This design comes from an exercise in tuning for small area, a short achievable clock period and few clock cycles per item on the open sky130 flow, not from production work. RTL that was checked went through simulation tests only; none was proved equivalent to the original. Power and IR drop assume default switching activity.

== try-maple ==
Design rtp_h264_depkt32, start of the top module:
module rtp_h264_depkt32 (
    input  wire        clk,
    input  wire        rst,
    input  wire        cfg_strict_f,
    input  wire        cfg_zero_byte,
    input  wire        in_valid,
    output wire        in_ready,
    input  wire [31:0] in_data,
    input  wire [2:0]  in_cnt,
    input  wire        in_last,
    output wire        out_valid,
    input  wire        out_ready,
    output wire [31:0] out_data,
    output wire [2:0]  out_cnt,
    output wire        res_valid,
    output wire [2:0]  res_cause,
    output wire [4:0]  res_flags
);
export LEC_CHECK = 0
export ABC_AREA = 1
export CAP_MARGIN = 20
export CORE_MARGIN = 2
export CORE_UTILIZATION = 40
export SETUP_SLACK_MARGIN = 2.9
export SLEW_MARGIN = 20
create_clock -name core_clock -period 7.0 [get_ports {clk}]
standard.sh (not shown) runs the stock make flow with config.mk's settings and CLKGATE_MAP_FILE= SYNTH_SCRIPT=/design/flow/synth_recipe.tcl, a recipe that flattens the netlist after the stock synthesis.
==> flow/flow/run.sh <==
#!/bin/bash
# The standard layout (standard.sh) with two changes:
#  - ABC maps for area (map -a) in synthesis: ORFS's scripts are copied and
#    their abc_area.script replaced with flow/abc_area.script (ABC_AREA is
#    set in config.mk); synthesis is otherwise the standard flow's own, so the registers
#    and their names are the standard synthesis's;
#  - the port buffers are buf_2 cells instead of the default delay buffers.
# The make output goes to standard.log; each step's log is under orfs/logs.
set -euo pipefail
rm -rf scripts_abc
cp -r "$FLOW_HOME/scripts" scripts_abc
cp flow/abc_area.script scripts_abc/abc_area.script
export SCRIPTS_DIR="$PWD/scripts_abc"
export BUFFER_PORTS_ARGS="-buffer_cell sky130_fd_sc_hd__buf_2"
bash standard.sh > standard.log 2>&1
==> flow/flow/abc_area.script <==
strash
dch
map -a
topo
stime -c
buffer -c
upsize -c
dnsize -c
> inputs changed (try-maple -> try-quartz)
- SETUP_SLACK_MARGIN now 3.2, was 2.9
try-quartz was carried through to the last stage, and its layout satisfied the timing, design-rule and antenna checks. Highest clock rate improves in try-quartz relative to try-maple. try-quartz against try-maple: power up 0.061 mW, combinational fraction of design power up 0.7 points, via count of the routed design up 2.6%. Taking try-maple as the reference, in try-quartz synthesis-stage register bit count about even, non-clock buffer count in the final layout rose by 8.4%.
Changes in try-umber relative to try-quartz:
diff --git a/flow/flow/run.sh b/flow/flow/run.sh
--- a/flow/flow/run.sh
+++ b/flow/flow/run.sh
@@ -1,5 +1,5 @@
 #!/bin/bash
 # The standard layout (standard.sh) with two changes:
-#  - ABC maps for area (map -a) in synthesis: ORFS's scripts are copied and
+#  - ABC maps for area (dc2, dch, map -a) in synthesis: ORFS's scripts are copied and
 #    their abc_area.script replaced with flow/abc_area.script (ABC_AREA is
 #    set in config.mk); synthesis is otherwise the standard flow's own, so the registers
==> flow/flow/abc_area.script <==
strash
dc2
dch
map -a
topo
stime -c
buffer -c
upsize -c
dnsize -c
Beginning of the critical path: core.e[3]$_DFFE_PP_ -> try-quartz, in_data[21] -> try-umber. NOTE: initial cell density of the core in try-umber exceeds that of try-quartz. The required time of the critical path was comparable across try-quartz and try-umber. Per the comparison of try-umber with try-quartz, aggregate routed wire length increased 810 um; post-route cell area shows a reduction of 2.2%; maximum fanout along the worst path climbed 1; worst endpoint data arrival time has increased. Per the comparison of try-umber with try-quartz, total chip power higher; final critical-path share of the clock period increased 0.29 points; final routed wire length divided by cell count increased by 7.5% relative to the old numbers.
No functional check of the RTL was part of any run of this note.


rtp_h264_depkt32, a different RTL version from the one above (not shown whole).
Size in the first run: ~38 flip-flops, ~88 I/O pins.
clock: 7.0 ns
lec_check: 0
abc_area: 1
cap_margin: 20
core_margin: 2
core_utilization: 40
setup_slack_margin: 2.9
slew_margin: 20
==> flow/flow/run.sh <==
#!/bin/bash
# The standard layout (standard.sh) with two changes:
#  - ABC maps for area (dc2, dch, map -a) in synthesis: ORFS's scripts are copied and
#    their abc_area.script replaced with flow/abc_area.script (ABC_AREA is
#    set in config.mk); synthesis is otherwise the standard flow's own, so the registers
#    and their names are the standard synthesis's;
#  - the port buffers are buf_2 cells instead of the default delay buffers.
# The make output goes to standard.log; each step's log is under orfs/logs.
set -euo pipefail
rm -rf scripts_abc
cp -r "$FLOW_HOME/scripts" scripts_abc
cp flow/abc_area.script scripts_abc/abc_area.script
export SCRIPTS_DIR="$PWD/scripts_abc"
export BUFFER_PORTS_ARGS="-buffer_cell sky130_fd_sc_hd__buf_2"
bash standard.sh > standard.log 2>&1
==> flow/flow/abc_area.script <==
strash
dc2
dch
map -a
topo
Testbench counts at the start, summed over its fixed seeds: cycles 48,649, in bytes 177,094.
Next try:
--- a/flow/flow/run.sh
+++ b/flow/flow/run.sh
@@ -1,5 +1,5 @@
 #!/bin/bash
 # The standard layout (standard.sh) with two changes:
-#  - ABC maps for area (dc2, dch, map -a) in synthesis: ORFS's scripts are copied and
+#  - ABC maps for area (map -a) in synthesis: ORFS's scripts are copied and
 #    their abc_area.script replaced with flow/abc_area.script (ABC_AREA is
 #    set in config.mk); synthesis is otherwise the standard flow's own, so the registers
==> flow/flow/abc_area.script (replaced) <==
strash
dch
map -a
topo
stime -c
buffer -c
upsize -c
dnsize -c
Settings changed: CORE_UTILIZATION 40 to 60.
The new run finished with timing, DRC and antenna clean.
Via count increases by about 3%.
Setup slack is better by 26 ps.
Utilization increases by 24 points.
Critical path depth grows by 4.
Area after synthesis climbs by 7.5%.
Final cell count falls by 4.8%.
Clock-buffer cell count rose by 2.
Design area is higher by about 2.6%.
Routed wire length came out lower by about 1.3%.
Non-clock buffer count is lower by 6.
Clock power is about the same.
Next try:
--- a/flow/flow/run.sh
+++ b/flow/flow/run.sh
@@ -1,5 +1,5 @@
 #!/bin/bash
 # The standard layout (standard.sh) with two changes:
-#  - ABC maps for area (map -a) in synthesis: ORFS's scripts are copied and
+#  - ABC maps for area (dc2, dch, map -a) in synthesis: ORFS's scripts are copied and
 #    their abc_area.script replaced with flow/abc_area.script (ABC_AREA is
 #    set in config.mk); synthesis is otherwise the standard flow's own, so the registers
==> flow/flow/abc_area.script (replaced) <==
strash
dc2
dch
map -a
topo
stime -c
buffer -c
upsize -c
dnsize -c
Settings changed: CORE_UTILIZATION 60 to 40.
Synthesized cell count stays the same.
Total power rises by well over a third.
Cell count increases by a few percent.
Global-route usage is lower by 11 points.
Next try:
--- a/flow/flow/run.sh
+++ b/flow/flow/run.sh
@@ -1,5 +1,5 @@
 #!/bin/bash
 # The standard layout (standard.sh) with two changes:
-#  - ABC maps for area (dc2, dch, map -a) in synthesis: ORFS's scripts are copied and
+#  - ABC maps for area (map -a) in synthesis: ORFS's scripts are copied and
 #    their abc_area.script replaced with flow/abc_area.script (ABC_AREA is
 #    set in config.mk); synthesis is otherwise the standard flow's own, so the registers
==> flow/flow/abc_area.script (replaced) <==
strash
dch
map -a
topo
stime -c
buffer -c
upsize -c
dnsize -c
Settings changed: SETUP_SLACK_MARGIN 2.9 to 2.7.
Global-route usage fell by 1.1 points.
Design area increases by about 0.6%.
Worst setup slack got worse by 170 ps.
Clock skew barely changes.
Clock-buffer cell count rose by 1.
Die area went up by about 4.3%.
Synthesized cell count does not change.
Power came out lower by 42%.
Cell count is about the same.
Critical path depth went up by 1.


## lane 3
Another version of the RTL of rtp_h264_depkt32 (not shown whole).
Size: ~690 cells after synthesis, about 88 I/O pins, ~4300 um^2 of cells after synthesis.
clock: 7.0 ns
lec_check: 0
abc_area: 1
cap_margin: 20
core_margin: 2
core_utilization: 40
setup_slack_margin: 2
slew_margin: 20
==> flow/flow/run.sh <==
#!/bin/bash
set -euo pipefail
export BUFFER_PORTS_ARGS="-buffer_cell sky130_fd_sc_hd__buf_2"
bash standard.sh > standard.log 2>&1
Lane 3 | stages: all done | timing, DRC, antenna: all pass
Input-level comparison between lane 1 and lane 3:
==> flow/flow/run.sh <==
#!/bin/bash
# The standard layout (standard.sh) with two changes:
#  - ABC maps for area (map -a) in synthesis: ORFS's scripts are copied and
#    their abc_area.script replaced with flow/abc_area.script (ABC_AREA is
#    set in config.mk); synthesis is otherwise the standard flow's own, so the registers
#    and their names are the standard synthesis's;
#  - the port buffers are buf_2 cells instead of the default delay buffers.
# The make output goes to standard.log; each step's log is under orfs/logs.
set -euo pipefail
rm -rf scripts_abc
cp -r "$FLOW_HOME/scripts" scripts_abc
cp flow/abc_area.script scripts_abc/abc_area.script
export SCRIPTS_DIR="$PWD/scripts_abc"
export BUFFER_PORTS_ARGS="-buffer_cell sky130_fd_sc_hd__buf_2"
bash standard.sh > standard.log 2>&1
==> flow/flow/abc_area.script (new file) <==
strash
dch
map -a
topo
stime -c
buffer -c
upsize -c
dnsize -c
Findings:
Of lane 3 and lane 1, lane 1 shows the lower routed metal-1 wire length, with lane 3 above it.
For the clock share of power, lane 1 came in 5.0 points lower than lane 3 did.
Of lane 3 and lane 1, lane 1 shows the higher sequential power, with lane 3 below it.
Compared to lane 3, lane 1 was floorplanned on a smaller die.
Cmp lane 3 and lane 1 / total power / lower: lane 3
In lane 1 the clock power turned out 22% lower than in lane 3.
Relative to lane 3, the sequential fraction of total cell area of lane 1 is higher by 1.7 points.
Going from lane 3 to lane 1, met3 usage in global routing increased 1.1 points, sequential share of power fell 0.3 points, first-pass GRT wire length went down by 8.1%.
No functional check of the RTL was part of any run of this note.


rtp_h264_depkt32, a different RTL version from the one above (not shown whole).
Size: about 590 cells after synthesis, ~88 I/O pins, roughly 4500 um^2 of cells after synthesis.
==> flow/config.mk <==
export PLATFORM = sky130hd
export DESIGN_NAME = rtp_h264_depkt32
export DESIGN_NICKNAME = rtp_h264_depkt32
export VERILOG_FILES = /design/flow/design.v
export SDC_FILE = /design/flow/constraint.sdc
export NUM_CORES = 4
export LEC_CHECK = 0
export CAP_MARGIN = 20
export CORE_MARGIN = 2
export CORE_UTILIZATION = 40
export SETUP_SLACK_MARGIN = 2
export SLEW_MARGIN = 20
==> flow/constraint.sdc <==
create_clock -name core_clock -period 7.0 [get_ports {clk}]
set_input_delay 1.4000 -clock core_clock [delete_from_list [all_inputs] [get_ports {clk}]]
set_output_delay 1.4000 -clock core_clock [all_outputs]
set_load 0.01 [all_outputs]
run.sh (not shown) runs the stock make flow with config.mk's settings and CLKGATE_MAP_FILE= SYNTH_SCRIPT=/design/flow/synth_recipe.tcl, a recipe that flattens the netlist after the stock synthesis.
Stock flow here: none of the scripts above is used.
The first run passed the timing, design-rule and antenna checks.
Next try:
==> flow/flow/run.sh (new file) <==
#!/bin/bash
set -euo pipefail
export BUFFER_PORTS_ARGS="-buffer_cell sky130_fd_sc_hd__buf_4"
bash standard.sh > standard.log 2>&1
==> flow/standard.sh (new file) <==
#!/bin/bash
# synth_recipe.tcl (not shown) runs the flow's synth.tcl, then flattens the netlist and writes it again
# the make line also repeats each setting of config.mk as NAME=value (left out here)
make -C /OpenROAD-flow-scripts/flow DESIGN_CONFIG=/design/flow/config.mk WORK_HOME=/design/flow/orfs CLKGATE_MAP_FILE= SYNTH_SCRIPT=/design/flow/synth_recipe.tcl "${@:-finish}"
- ABC_CLOCK_PERIOD_IN_PS: not set -> 3000
removed: flow/run.sh
=>
- wire length shrinks by 3.7%
- setup slack improved by 0.16 ns
- final area shrinks by 6.3%
- cell count shrinks by about 0.6%
- core utilization shrinks by 3.3 points
- combinational power shrinks by about 6%
Next try:
- ABC_CLOCK_PERIOD_IN_PS: 3000 -> not set
=>
- total power stays the same
- hold slack stays the same
- wire length is unchanged
- fmax stays the same
Next try:
- ABC_CLOCK_PERIOD_IN_PS: not set -> 2000
- SETUP_SLACK_MARGIN: 2 -> 3
Wire length rose by about 5%.
Global-route usage climbs by 1.0 points.
Setup slack improves by 0.18 ns.
Count of clock-buffer cells in the layout does not change.
Hold slack got worse by 0.015 ns.
Via count went up by 2.3%.
Utilization rises by 5.3 points.
Sequential share of layout area goes down by 2.0 points.
No functional check of the RTL was part of any run of this note.


== main ==
Another version of the RTL of rtp_h264_depkt32 (not shown whole).
Size: roughly 39 flip-flops, roughly 88 I/O pins, ~0.0040 mm² of cells after synthesis.
// rtp_h264_depkt32
module rtp_h264_depkt32 (
    input  wire        clk,
    input  wire        rst,
    input  wire        cfg_strict_f,
    input  wire        cfg_zero_byte,
    input  wire        in_valid,
    output wire        in_ready,
    input  wire [31:0] in_data,
    input  wire [2:0]  in_cnt,
    input  wire        in_last,
    output wire        out_valid,
    input  wire        out_ready,
    output wire [31:0] out_data,
    output wire [2:0]  out_cnt,
    output wire        res_valid,
    output wire [2:0]  res_cause,
    output wire [4:0]  res_flags
);
Settings: LEC_CHECK=0, ABC_AREA=1, CAP_MARGIN=20, CORE_MARGIN=2, CORE_UTILIZATION=40, SETUP_SLACK_MARGIN=2.9, SLEW_MARGIN=20; clock period 7.0 ns.
standard.sh (not shown) runs the stock make flow with config.mk's settings and CLKGATE_MAP_FILE= SYNTH_SCRIPT=/design/flow/synth_recipe.tcl, a recipe that flattens the netlist after the stock synthesis.
==> flow/flow/run.sh <==
#!/bin/bash
# The standard layout (standard.sh) with two changes:
#  - ABC maps for area (dc2, dch, map -a) in synthesis: ORFS's scripts are copied and
#    their abc_area.script replaced with flow/abc_area.script (ABC_AREA is
#    set in config.mk); synthesis is otherwise the standard flow's own, so the registers
#    and their names are the standard synthesis's;
#  - the port buffers are buf_2 cells instead of the default delay buffers.
# The make output goes to standard.log; each step's log is under orfs/logs.
set -euo pipefail
rm -rf scripts_abc
cp -r "$FLOW_HOME/scripts" scripts_abc
cp flow/abc_area.script scripts_abc/abc_area.script
export SCRIPTS_DIR="$PWD/scripts_abc"
export BUFFER_PORTS_ARGS="-buffer_cell sky130_fd_sc_hd__buf_2"
bash standard.sh > standard.log 2>&1
==> flow/flow/abc_area.script <==
strash
dc2
dch
map -a
topo
stime -c
buffer -c
upsize -c
dnsize -c
What the feature branch does differently from main at the input level:
Settings: SETUP_SLACK_MARGIN: 2.9 -> 3.0.
Notes after the runs:
The feature branch: area growth from synthesis to layout 0.84 points above main
Taking main as the reference, in the feature branch number of nets in the layout climbed 3; flip-flop and latch share of the layout cell area moved down; worst-margin pin slew dropped 0.0053 ns; number of combinational gates with multiple inputs comparable.
Of the feature branch and main, it is the feature branch that has the higher final cell count.
The feature branch does worse than main on overall power after layout.
Comparing the feature branch and main, the lower multi-input combinational cell area is on main.
Sort the feature branch and main by fmax, ascending, and the feature branch comes first.
No functional check of the RTL was part of any run of this note.


## job 427
RTL: one of the versions met above, not the one the previous note started from.
Size: roughly 690 cells after synthesis, about 38 flip-flops, roughly 88 I/O pins, about 4500 um^2 of cells after synthesis.
Design rtp_h264_depkt32, start of the top module:
module rtp_h264_depkt32 (
    input  wire        clk,
    input  wire        rst,
    input  wire        cfg_strict_f,
    input  wire        cfg_zero_byte,
    input  wire        in_valid,
    output wire        in_ready,
    input  wire [31:0] in_data,
    input  wire [2:0]  in_cnt,
    input  wire        in_last,
    output wire        out_valid,
    input  wire        out_ready,
    output wire [31:0] out_data,
    output wire [2:0]  out_cnt,
    output wire        res_valid,
    output wire [2:0]  res_cause,
    output wire [4:0]  res_flags
);
==> flow/config.mk <==
export PLATFORM = sky130hd
export DESIGN_NAME = rtp_h264_depkt32
export DESIGN_NICKNAME = rtp_h264_depkt32
export VERILOG_FILES = /design/flow/design.v
export SDC_FILE = /design/flow/constraint.sdc
export NUM_CORES = 4
export LEC_CHECK = 0
export ABC_AREA = 1
export CAP_MARGIN = 20
export CORE_MARGIN = 2
export CORE_UTILIZATION = 40
export SETUP_SLACK_MARGIN = 2.9
export SLEW_MARGIN = 20
==> flow/constraint.sdc <==
create_clock -name core_clock -period 7.0 [get_ports {clk}]
set_input_delay 1.4000 -clock core_clock [delete_from_list [all_inputs] [get_ports {clk}]]
set_output_delay 1.4000 -clock core_clock [all_outputs]
set_load 0.01 [all_outputs]
run.sh (not shown) runs the stock make flow with config.mk's settings and CLKGATE_MAP_FILE= SYNTH_SCRIPT=/design/flow/synth_recipe.tcl, a recipe that flattens the netlist after the stock synthesis.
Stock flow here: none of the scripts above is used.
Testbench counts of job 427, summed over its fixed seeds: cycles 48,649, in bytes 177,094.
> inputs changed (job 427 -> job 8534)
Settings: swapping 2.9 for 3.1 in SETUP_SLACK_MARGIN.
==> flow/flow/run.sh (new file) <==
#!/bin/bash
# The standard layout (standard.sh) with two changes:
#  - ABC maps for area (dc2, dch, map -a) in synthesis: ORFS's scripts are copied and
#    their abc_area.script replaced with flow/abc_area.script (ABC_AREA is
#    set in config.mk); synthesis is otherwise the standard flow's own, so the registers
#    and their names are the standard synthesis's;
#  - the port buffers are buf_2 cells instead of the default delay buffers.
# The make output goes to standard.log; each step's log is under orfs/logs.
set -euo pipefail
rm -rf scripts_abc
cp -r "$FLOW_HOME/scripts" scripts_abc
cp flow/abc_area.script scripts_abc/abc_area.script
export SCRIPTS_DIR="$PWD/scripts_abc"
export BUFFER_PORTS_ARGS="-buffer_cell sky130_fd_sc_hd__buf_2"
bash standard.sh > standard.log 2>&1
==> flow/flow/abc_area.script (new file) <==
strash
dc2
dch
map -a
topo
==> flow/standard.sh (new file) <==
#!/bin/bash
# synth_recipe.tcl (not shown) runs the flow's synth.tcl, then flattens the netlist and writes it again
# the make line also repeats each setting of config.mk as NAME=value (left out here)
make -C /OpenROAD-flow-scripts/flow DESIGN_CONFIG=/design/flow/config.mk WORK_HOME=/design/flow/orfs CLKGATE_MAP_FILE= SYNTH_SCRIPT=/design/flow/synth_recipe.tcl "${@:-finish}"
removed: flow/run.sh
==> comparison <==
- Worst-path cell with the longest stage delay: a31o_4 -> job 8534, clkdlybuf4s50_1 -> job 427
- Job 8534 vs job 427: iteration-0 DRC count of the detailed router down by a few percent
- Number of placed instances, taps included in job 8534 is 15% lower than in job 427
- Of job 8534 and job 427, it is job 8534 that has the lower met3 wire length.
- The post-synthesis sequential area ratio in job 8534 sits 4.9 points above the value recorded for job 427.
- Across both runs, estimated wirelength of the detail-placed design was lower for job 8534 than for job 427.
- In job 8534, post-synthesis cell count is lower than in job 427.
- Of job 427 and job 8534, the higher power belongs to job 8534.
- Of job 8534 and job 427, it is job 8534 that has the lower buffers inserted during post-CTS setup optimization.
- Going from job 427 to job 8534, utilization +1.6 points, final worst slack has decreased.
- On clock-pin transition on the worst setup and hold timing paths, job 427 tracks job 8534 almost exactly.
Input-level comparison between job 2952 and job 8534:
Settings: a change of SETUP_SLACK_MARGIN from 3.1 to 2.9; an added PLACE_DENSITY of 0.75.
==> flow/flow/abc_area.script <==
strash
dc2
dch
map -a
topo
stime -c
buffer -c
upsize -c
dnsize -c
## What came out
- Where peak clock frequency supported by timing is concerned, job 8534 is outperformed by job 2952.
- Going from job 8534 to job 2952, critical path depth grows by 1.
- NOTE distinct cell type count after synthesis job 8534->job 2952 increased by more than a quarter
Input changes introduced in job 5022 (baseline for comparison: job 2952):
Settings: an added GPL_TIMING_DRIVEN of 0; a deleted PLACE_DENSITY that had been 0.75.
==> comparison <==
Relative to job 2952, the overall power of the completed layout measured on job 5022 has decreased by a few percent.
Relative contribution of the clock network to total power was lower in job 5022 than in job 2952.
Against job 2952, maximum resistive drop on vdd in job 5022 came out better.
Diff job 2952..job 5022 | flip-flop and latch count | unchanged
Final routed wirelength across all metal layers: job 2952 and job 5022 compared, lower one is job 2952
Job 2952 -> job 5022: area added between synthesis and finish flat
Compared with job 2952, in job 5022 highest net fanout along the worst path fell 1; cell area after placement rose 0.86%; insertion delay of the later-clocked pin in the worst-skew pair about even; met2 wirelength from detailed routing rose 0.97%.

-- port drivers added, routing unchanged --
How much do the figures lean on ideal ports? The routed layouts below were timed once more, with nothing changed but the port constraints.
Step 1 assumes that a clkbuf_16 drives the clock port and a buf_2 every other input.
Step 2 moves the port delays by t, midway between the first and last clock arrival at a register: inputs arrive t later, outputs are due t later. That takes back most of the time a late clock gives input paths.
Three values: no drivers, after step 1, after step 2; two values: the first two.
run | shift t [ns] | slack for setup (ns) | hold WS [ns] | clock arrival spread, ns | pins driven straight from the clock port
try-maple | 0.344 | 2.992 / 2.960 / 3.145 | 0.579 / 0.579 / 0.579 | 0.008 / 0.009 | 1
try-quartz | 0.339 | 3.213 / 3.182 / 3.244 | 0.579 / 0.579 / 0.579 | 0.009 / 0.009 | 1
try-umber | 0.344 | 3.193 / 3.169 / 2.970 | 0.618 / 0.618 / 0.618 | 0.014 / 0.014 | 1
the first run of note 2 | 0.337 | 2.851 / 2.828 / 2.828 | 0.610 / 0.610 / 0.610 | 0.013 / 0.014 | 1
the second run of note 2 | 0.325 | 2.877 / 2.846 / 2.846 | 0.630 / 0.630 / 0.630 | 0.008 / 0.008 | 1
the third run of note 2 | 0.331 | 2.934 / 2.906 / 2.906 | 0.605 / 0.605 / 0.605 | 0.007 / 0.006 | 1
the fourth run of note 2 | 0.328 | 2.764 / 2.727 / 2.756 | 0.578 / 0.578 / 0.578 | 0.008 / 0.008 | 1
lane 3 | 0.327 | 2.532 / 2.499 / 2.625 | 0.578 / 0.578 / 0.578 | 0.015 / 0.014 | 1
lane 1 | 0.328 | 2.376 / 2.346 / 2.418 | 0.596 / 0.596 / 0.596 | 0.005 / 0.006 | 1
the first run of note 4 | 0.336 | 1.988 / 1.965 / 1.965 | 0.589 / 0.589 / 0.589 | 0.015 / 0.016 | 1
the second run of note 4 | 0.340 | 2.150 / 2.128 / 2.128 | 0.580 / 0.580 / 0.580 | 0.013 / 0.012 | 1
the third run of note 4 | 0.340 | 2.150 / 2.128 / 2.128 | 0.580 / 0.580 / 0.580 | 0.013 / 0.012 | 1
the fourth run of note 4 | 0.337 | 2.330 / 2.283 / 2.283 | 0.565 / 0.565 / 0.565 | 0.009 / 0.009 | 1
main | 0.337 | 2.957 / 2.910 / 2.910 | 0.615 / 0.615 / 0.615 | 0.007 / 0.007 | 1
the feature branch | 0.337 | 2.940 / 2.901 / 2.901 | 0.616 / 0.616 / 0.616 | 0.006 / 0.005 | 1
job 427 | 0.333 | 2.923 / 2.897 / 2.897 | 0.570 / 0.570 / 0.570 | 0.021 / 0.021 | 1
job 8534 | 0.324 | 2.884 / 2.862 / 2.862 | 0.626 / 0.626 / 0.626 | 0.013 / 0.013 | 1
job 2952 | 0.320 | 2.924 / 2.878 / 2.878 | 0.605 / 0.605 / 0.605 | 0.009 / 0.009 | 1
job 5022 | 0.324 | 2.936 / 2.885 / 2.885 | 0.598 / 0.598 / 0.598 | 0.014 / 0.015 | 1
After both steps setup and hold are still met in every run listed. The setup slack of try-umber, which loses most, moves by -0.024 ns with the drivers and by -0.223 ns with both steps.
